This is an optimization exercise on Yosys and OpenROAD, whose aim is small area, a short achievable clock period and few clock cycles per item, not a production implementation.
Where RTL was checked, it was by simulation tests only, not by an equivalence proof against the original.
The flow treats the clock pin as an ideal source, which a real chip does not have.
Power figures rest on the tool's default switching activity, not on a simulated workload.

Design mnet_codec, start of the top module:
module mnet_codec (
    input  wire        clk,
    input  wire        rst,
    input  wire        key_wr,
    input  wire [2:0]  key_len,
    input  wire [47:0] key_data,
    input  wire        tx_hdr_valid,
    output wire        tx_hdr_ready,
    input  wire [7:0]  tx_dst,
    input  wire [7:0]  tx_src,
    input  wire [15:0] tx_type,
    input  wire [7:0]  tx_len,
    input  wire        tx_obf,
    input  wire        tx_pl_valid,
    output wire        tx_pl_ready,
    input  wire [7:0]  tx_pl_data,
    output wire        line_tx_valid,
    input  wire        line_tx_ready,
    output wire [7:0]  line_tx_data,
    input  wire        line_rx_valid,
    input  wire [7:0]  line_rx_data,
    input  wire        rx_obf,
    output wire        rx_valid,
    output wire [7:0]  rx_data,
    output wire        rx_end,
    output wire [7:0]  rx_status
);
==> flow/config.mk <==
export PLATFORM = sky130hd
export DESIGN_NAME = mnet_codec
export DESIGN_NICKNAME = mnet_codec
export VERILOG_FILES = /design/flow/design.v
export SDC_FILE = /design/flow/constraint.sdc
export NUM_CORES = 4
export LEC_CHECK = 0
export ABC_CLOCK_PERIOD_IN_PS = 2000
export CAP_MARGIN = 20
export CORE_MARGIN = 2
export CORE_UTILIZATION = 60
export CTS_CLUSTER_DIAMETER = 80
export CTS_CLUSTER_SIZE = 20
export SETUP_SLACK_MARGIN = 2.6
export SLEW_MARGIN = 20
==> flow/constraint.sdc <==
create_clock -name core_clock -period 4.5 [get_ports {clk}]
set_input_delay 0.9000 -clock core_clock [delete_from_list [all_inputs] [get_ports {clk}]]
set_output_delay 0.9000 -clock core_clock [all_outputs]
set_load 0.01 [all_outputs]
standard.sh (not shown) runs the stock make flow with config.mk's settings and CLKGATE_MAP_FILE= SYNTH_SCRIPT=/design/flow/synth_recipe.tcl, a recipe that flattens the netlist after the stock synthesis.
==> flow/flow/run.sh <==
#!/bin/bash
# The standard layout with two changes:
#  - plain buf_1 cells as the port buffers (the standard flow picks a delay
#    buffer); ORFS's repair resizes them as needed;
#  - after CTS, the clock tree's middle level is removed, so the root buffer
#    drives the leaf buffers directly (collapse_cts.tcl).
set -euo pipefail
export BUFFER_PORTS_ARGS="-buffer_cell sky130_fd_sc_hd__buf_1"
export RESULTS=$PWD/orfs/results/$FLOW_PLATFORM/mnet_codec/base
bash standard.sh cts > standard_cts.log 2>&1
openroad -no_init -exit flow/collapse_cts.tcl > collapse_cts.log 2>&1
touch $RESULTS/4_cts.sdc
bash standard.sh finish > standard_finish.log 2>&1
==> flow/flow/collapse_cts.tcl <==
# Make the clock tree two levels deep: the root buffer drives every leaf
# buffer directly, in place of the middle level TritonCTS builds. All leaf
# buffers stay at the same depth, so the tree stays balanced.
set results $::env(RESULTS)
read_db $results/4_cts.odb
set block [ord::get_db_block]
set clknet [$block findNet clk]
set roots {}
foreach it [$clknet getITerms] { lappend roots [$it getInst] }
if {[llength $roots] != 1} { error "clock port drives [llength $roots] cells" }
set root [lindex $roots 0]
set rootnet [[$root findITerm X] getNet]
set mids {}
foreach it [$rootnet getITerms] {
  if {[$it isOutputSignal]} continue
  set inst [$it getInst]
  if {[string match "sky130_fd_sc_hd__clkbuf_*" [[$inst getMaster] getName]]} { lappend mids $inst }
}
set n 0
foreach m $mids {
  set onet [[$m findITerm X] getNet]
  set loads {}
  foreach it [$onet getITerms] { if {![$it isOutputSignal]} { lappend loads $it } }
  set ok 1
  foreach it $loads {
    if {![string match "sky130_fd_sc_hd__clkbuf_*" [[[$it getInst] getMaster] getName]]} { set ok 0 }
  }
  if {!$ok} continue
  foreach it $loads { $it disconnect; $it connect $rootnet }
  [$m findITerm A] disconnect
  [$m findITerm X] disconnect
  odb::dbInst_destroy $m
  odb::dbNet_destroy $onet
  incr n
}
puts "root [$root getName]: removed $n middle clock buffers"
write_db $results/4_cts.odb
Then changed:
--- a/flow/design.v
+++ b/flow/design.v
@@ -91,18 +91,22 @@
     wire pv_n   = pl_take || (pv && !a_pl);
     wire sv_n   = !take && (sv || (line_valid && gen));
     wire [2:0] idx_n = s_idle ? 3'd0 : a_hdr ? idx + 3'd1 : idx;
     wire cnt_n_nz  = !(cnt_zero || (cnt_one && a_pl));
     wire cnt_n_gt1 = !(cnt_zero || cnt_one || (cnt_two && a_pl));
     wire sv_n_rdy = !line_valid && sv;                  
     wire sv_n_stl = sv || (line_valid && gen_b);        
     wire hdr_len_n = s_hdr && (idx[2] ? !a_hdr : (idx[1:0] == 2'd3) && a_hdr) && !cnt_zero && !esc_n;
-    wire pl_rdy_rdy = hdr_len_n && !sv_n_rdy || n_pl && (pv_n ? cnt_n_gt1 && !esc_n && !sv_n_rdy : cnt_n_nz);
-    wire pl_rdy_stl = hdr_len_n && !sv_n_stl || n_pl && (pv_n ? cnt_n_gt1 && !esc_n && !sv_n_stl : cnt_n_nz);
+    wire pv_keep    = pv && !a_pl;
+    wire pl_due2    = n_pl && cnt_n_gt1 && !esc_n;
+    wire pl_rdy_rt  = hdr_len_n && !sv_n_rdy || pl_due2 && !sv_n_rdy;
+    wire pl_rdy_rn  = hdr_len_n && !sv_n_rdy || n_pl && (pv_keep ? cnt_n_gt1 && !esc_n && !sv_n_rdy : cnt_n_nz);
+    wire pl_rdy_st  = hdr_len_n && !sv_n_stl || pl_due2 && !sv_n_stl;
+    wire pl_rdy_sn  = hdr_len_n && !sv_n_stl || n_pl && (pv_keep ? cnt_n_gt1 && !esc_n && !sv_n_stl : cnt_n_nz);
     always @(posedge clk) begin
         if (rst) begin
             s_idle     <= 1'b1;
             s_soh      <= 1'b0;
             s_hdr      <= 1'b0;
             s_pl       <= 1'b0;
             s_crch     <= 1'b0;
             s_crcl     <= 1'b0;
@@ -119,17 +123,18 @@
             s_pl       <= n_pl;
             s_crch     <= n_crch;
             s_crcl     <= n_crcl;
             s_eot      <= n_eot;
             esc        <= esc_n;
             pv         <= pv_n;
             sv         <= sv_n;
             line_valid <= (line_valid && !line_ready) || sv || gen;
-            pl_rdy     <= line_ready ? pl_rdy_rdy : pl_rdy_stl;
+            pl_rdy     <= line_ready ? (pl_take ? pl_rdy_rt : pl_rdy_rn)
+                                     : (pl_take ? pl_rdy_st : pl_rdy_sn);
         end
     end
     wire [7:0] chain = s_pl ? b : 8'h00;
     always @(posedge clk) begin
         if (s_idle) begin
             hsr <= {hdr_dst, hdr_src, hdr_type, hdr_len};
             cnt <= hdr_len;
             obf <= hdr_obf && (klast != 4'd0);
@@ -277,18 +282,19 @@
     input  wire        rx_obf,
     output wire        rx_valid,
     output wire [7:0]  rx_data,
     output wire        rx_end,
     output wire [7:0]  rx_status
 );
     reg [47:0] key;
     reg [3:0]  klast;
-    wire key_ok = key_wr && (key_len[2] ? (key_len[1:0] != 2'd3) : (key_len[1:0] == 2'd3));
-    wire key_hi = key_wr && key_len[2] && (key_len[1:0] != 2'd3);
+    wire key_lo3 = key_len[1] && key_len[0];
+    wire key_hi  = key_wr && key_len[2] && !key_lo3;     
+    wire key_ok  = key_hi || (key_wr && !key_len[2] && key_lo3);
     always @(posedge clk) begin
         if (rst)
             klast <= 4'd0;
         else if (key_ok)
             klast <= {key_len == 3'd6, key_len == 3'd5, key_len == 3'd4, key_len == 3'd3};
     end
     always @(posedge clk) begin
         if (key_ok)
Via count hardly moves.
Power goes down by 2.4%.
First-iteration DRC count goes down by 3.8%.
Register-to-register slack loses 0.13 ns.
Sequential share of layout area goes up by 0.67 points.
Maximum frequency goes up by 1.3%.
Non-clock buffer count goes down by 1.
Sequential power stays flat.
Critical path depth goes up by 4.
Wire length goes down by 2.9%.
Core utilization goes down by 0.88 points.
Global-route usage goes up by 0.26 points.
Setup slack gains 0.026 ns.
Combinational power goes down by about 4%.
No run of this note included a check of the RTL's function; only the layout flow was run.

========
mnet_codec, a different RTL version from the one above (not shown whole).
Size: about 150 I/O pins, roughly 11,000 um2 of cells after synthesis.
==> module mnet_tx, before the edit <==
module mnet_tx (
    input  wire        clk,
    input  wire        rst,
    input  wire [47:0] key,
    input  wire [3:0]  klast,
    input  wire        hdr_valid,
    output wire        hdr_ready,
    input  wire [7:0]  hdr_dst,
    input  wire [7:0]  hdr_src,
    input  wire [15:0] hdr_type,
    input  wire [7:0]  hdr_len,
    input  wire        hdr_obf,
    input  wire        pl_valid,
    output wire        pl_ready,
    input  wire [7:0]  pl_data,
    output reg         line_valid,
    input  wire        line_ready,
    output reg  [7:0]  line_data
);
    reg        s_idle, s_soh, s_hdr, s_pl, s_crch, s_crcl, s_eot;
    reg [39:0] hsr;       
    reg [7:0]  cnt;       
    reg [2:0]  idx;       
    reg        obf;
    reg [15:0] crc;
    reg        esc;       
    reg        pv;        
    reg [5:0]  ki;        
    reg [7:0]  skid;
    reg        sv;
    reg        pl_rdy;
    wire [7:0] b = hsr[39:32];
    assign hdr_ready = s_idle;
    assign pl_ready  = pl_rdy;
    wire [7:0] key_byte = ({8{ki[0]}} & key[7:0])   | ({8{ki[1]}} & key[15:8]) |
                          ({8{ki[2]}} & key[23:16]) | ({8{ki[3]}} & key[31:24]) |
                          ({8{ki[4]}} & key[39:32]) | ({8{ki[5]}} & key[47:40]);
    wire ki_wrap = |(ki[5:2] & klast);
    wire hdr_take = s_idle && hdr_valid;
    wire pl_take  = pl_valid && pl_rdy;
    wire take     = line_valid && line_ready;
    wire s_body = s_hdr || s_pl;
    wire s_crc  = s_crch || s_crcl;
    wire has  = esc || !(s_idle && !hdr_valid) && !(s_pl && !pv);
    wire gen  = !sv && has;
    wire adv  = gen && !esc;                  
    wire bgen = adv && s_body;                
    wire [7:0] g = esc ? 8'hFF :
                   s_body ? b :
                   s_crc ? crc[15:8] :
                   s_eot ? 8'h04 : 8'h01;
    wire is_ff = s_crc ? (crc[15:8] == 8'hFF) : (b == 8'hFF);
    wire [15:0] crc_next;
    mnet_crc_step u_crc (.crc_in(crc), .data(b), .crc_out(crc_next));
    wire cnt_zero = (cnt == 8'd0);
    wire cnt_one  = (cnt == 8'd1);
    wire cnt_two  = (cnt == 8'd2);
    wire hdr_last = s_hdr && idx[2];
    wire pl_last  = s_pl && cnt_one;
    wire n_idle = s_idle ? !hdr_valid : (s_eot && adv);
    wire n_soh  = s_idle ? hdr_valid && !gen : (s_soh && !adv);
    wire n_hdr  = (s_idle && gen) || (s_soh && adv) || (s_hdr && !(adv && idx[2]));
    wire n_pl   = (adv && hdr_last && !cnt_zero) || (s_pl && !(adv && cnt_one));
    wire n_crch = (adv && hdr_last && cnt_zero) || (adv && pl_last) || (s_crch && !adv);
    wire n_crcl = (adv && s_crch) || (s_crcl && !adv);
    wire n_eot  = (adv && s_crcl) || (s_eot && !adv);
    wire esc_n  = gen ? !esc && (s_body || s_crc) && is_ff : esc;
    wire pv_n   = pl_take || (pv && !(adv && s_pl));
    wire sv_n   = !take && (sv || (line_valid && gen));
    wire [2:0] idx_n = s_idle ? 3'd0 : (adv && s_hdr) ? idx + 3'd1 : idx;
    wire cnt_n_nz  = !(cnt_zero || (cnt_one && adv && s_pl));
    wire cnt_n_gt1 = !(cnt_zero || cnt_one || (cnt_two && adv && s_pl));
    wire sv_n_rdy = !line_valid && sv;                  
    wire sv_n_stl = sv || (line_valid && gen);          
    wire pl_rdy_hdr = n_hdr && idx_n[2] && !cnt_zero && !esc_n;
    wire pl_rdy_rdy = pl_rdy_hdr && !sv_n_rdy || n_pl && (pv_n ? cnt_n_gt1 && !esc_n && !sv_n_rdy : cnt_n_nz);
    wire pl_rdy_stl = pl_rdy_hdr && !sv_n_stl || n_pl && (pv_n ? cnt_n_gt1 && !esc_n && !sv_n_stl : cnt_n_nz);
    always @(posedge clk) begin
        if (rst) begin
            s_idle     <= 1'b1;
            s_soh      <= 1'b0;
            s_hdr      <= 1'b0;
            s_pl       <= 1'b0;
            s_crch     <= 1'b0;
            s_crcl     <= 1'b0;
            s_eot      <= 1'b0;
            esc        <= 1'b0;
            pv         <= 1'b0;
            sv         <= 1'b0;
            line_valid <= 1'b0;
            pl_rdy     <= 1'b0;
        end else begin
            s_idle     <= n_idle;
            s_soh      <= n_soh;
            s_hdr      <= n_hdr;
            s_pl       <= n_pl;
            s_crch     <= n_crch;
            s_crcl     <= n_crcl;
            s_eot      <= n_eot;
            esc        <= esc_n;
            pv         <= pv_n;
            sv         <= sv_n;
            line_valid <= (line_valid && !line_ready) || sv || gen;
            pl_rdy     <= line_ready ? pl_rdy_rdy : pl_rdy_stl;
        end
    end
    wire [7:0] chain = s_pl ? b : 8'h00;
    always @(posedge clk) begin
        if (s_idle) begin
            hsr <= {hdr_dst, hdr_src, hdr_type, hdr_len};
            cnt <= hdr_len;
            obf <= hdr_obf && (klast != 4'd0);
            crc <= 16'h0000;
            ki  <= 6'd1;
        end else begin
            if (pl_take)
                hsr[39:32] <= obf ? (pl_data ^ key_byte ^ chain) : pl_data;
            else if (bgen && s_hdr)
                hsr[39:32] <= hsr[31:24];
            if (bgen && s_hdr)
                hsr[31:0] <= {hsr[23:0], 8'h00};
            if (bgen && s_pl)
                cnt <= cnt - 8'd1;
            if (bgen)
                crc <= crc_next;
            else if (adv && s_crch)
                crc <= {crc[7:0], 8'h00};
            if (pl_take)
                ki <= ki_wrap ? 6'd1 : {ki[4:0], 1'b0};
        end
        idx <= idx_n;
        if (!line_valid || take)
            line_data <= sv ? skid : g;
        if (!sv)
            skid <= g;
    end
endmodule
Settings: LEC_CHECK=0, ABC_AREA=1, CAP_MARGIN=20, CORE_MARGIN=2, CORE_UTILIZATION=60, CTS_CLUSTER_DIAMETER=80, CTS_CLUSTER_SIZE=20, SETUP_SLACK_MARGIN=2.6, SLEW_MARGIN=20; clock period 4.5 ns.
Scripts as last shown in full above: flow/flow/run.sh, flow/flow/collapse_cts.tcl
The baseline completed with no timing, DRC or antenna violations.
Testbench counts at the start, summed over its fixed seeds: cycles 27,589, items 384.
Edit:
--- a/flow/design.v
+++ b/flow/design.v
@@ -84,12 +84,8 @@
     wire pv_n   = pl_take || (pv && !(adv && s_pl));
     wire sv_n   = !take && (sv || (line_valid && gen));
-    wire [2:0] idx_n = s_idle ? 3'd0 : (adv && s_hdr) ? idx + 3'd1 : idx;
+    wire [2:0] idx_n = hdr_take ? 3'd0 : (adv && s_hdr) ? idx + 3'd1 : idx;
     wire cnt_n_nz  = !(cnt_zero || (cnt_one && adv && s_pl));
     wire cnt_n_gt1 = !(cnt_zero || cnt_one || (cnt_two && adv && s_pl));
-    wire sv_n_rdy = !line_valid && sv;                  
-    wire sv_n_stl = sv || (line_valid && gen);          
-    wire pl_rdy_hdr = n_hdr && idx_n[2] && !cnt_zero && !esc_n;
-    wire pl_rdy_rdy = pl_rdy_hdr && !sv_n_rdy || n_pl && (pv_n ? cnt_n_gt1 && !esc_n && !sv_n_rdy : cnt_n_nz);
-    wire pl_rdy_stl = pl_rdy_hdr && !sv_n_stl || n_pl && (pv_n ? cnt_n_gt1 && !esc_n && !sv_n_stl : cnt_n_nz);
+    wire b_sent_n = !esc_n && !sv_n;
     always @(posedge clk) begin
         if (rst) begin
@@ -118,10 +114,11 @@
             sv         <= sv_n;
             line_valid <= (line_valid && !line_ready) || sv || gen;
-            pl_rdy     <= line_ready ? pl_rdy_rdy : pl_rdy_stl;
+            pl_rdy     <= (n_hdr && idx_n[2] && !cnt_zero && b_sent_n) ||
+                          (n_pl && (pv_n ? cnt_n_gt1 && b_sent_n : cnt_n_nz));
         end
     end
     wire [7:0] chain = s_pl ? b : 8'h00;
     always @(posedge clk) begin
-        if (s_idle) begin
+        if (hdr_take) begin
             hsr <= {hdr_dst, hdr_src, hdr_type, hdr_len};
             cnt <= hdr_len;
@@ -148,5 +145,5 @@
         if (!line_valid || take)
             line_data <= sv ? skid : g;
-        if (!sv)
+        if (line_valid && !take && gen)
             skid <= g;
     end
After rerunning:
- die area went down by 2.9%
- wire length shrinks by 9.1%
- synthesized cell count fell by 11%
- first-iteration DRC count fell by 25%
- clock-buffer cell count came out higher by 1
- sequential share of layout area went up by 2.6 points
- non-clock buffer count decreases by 15
Testbench counts after the change, summed over its fixed seeds: cycles 27,589, items 384.

==> port drivers added, routing unchanged <==
The flow's constraints put no driver on any port. The routed layouts listed below were extracted and timed again, unchanged, in two steps. Step 1 (the two cells are an assumption about what drives the block):
set clk [get_ports {clk}]
set_driving_cell -lib_cell sky130_fd_sc_hd__clkbuf_16 $clk
set_driving_cell -lib_cell sky130_fd_sc_hd__buf_2 [delete_from_list [all_inputs] $clk]
Step 2 adds t to the input delays and takes it off the output delays; t is the mean of the earliest and latest rising clock arrival at the registers after step 1. Input paths then give back, and output paths get back, about the clock's delay inside the block. a / b / c = no drivers / after step 1 / after step 2; a / b = the first two.
| run | t, ns | setup slack, ns | worst setup path after step 2 | slew at the worst register clock pin (ns) | pins driven straight from the clock port |
|---|---|---|---|---|---|
| the first run of note 1 | 0.510 | 2.497 / 2.452 / 2.164 | input to register | 0.09 / 0.09 | 1 |
| the second run of note 1 | 0.464 | 2.523 / 2.523 / 2.194 | input to register | 0.09 / 0.09 | 1 |
| the first run of note 2 | 0.480 | 2.573 / 2.527 / 2.161 | input to register | 0.09 / 0.09 | 1 |
| the second run of note 2 | 0.468 | 2.622 / 2.577 / 2.212 | input to register | 0.09 / 0.09 | 1 |
After both steps setup and hold are still met in every run listed. For the first run of note 2, which loses most, drivers alone change the setup slack by -0.046 ns; drivers and shift together by -0.412 ns.
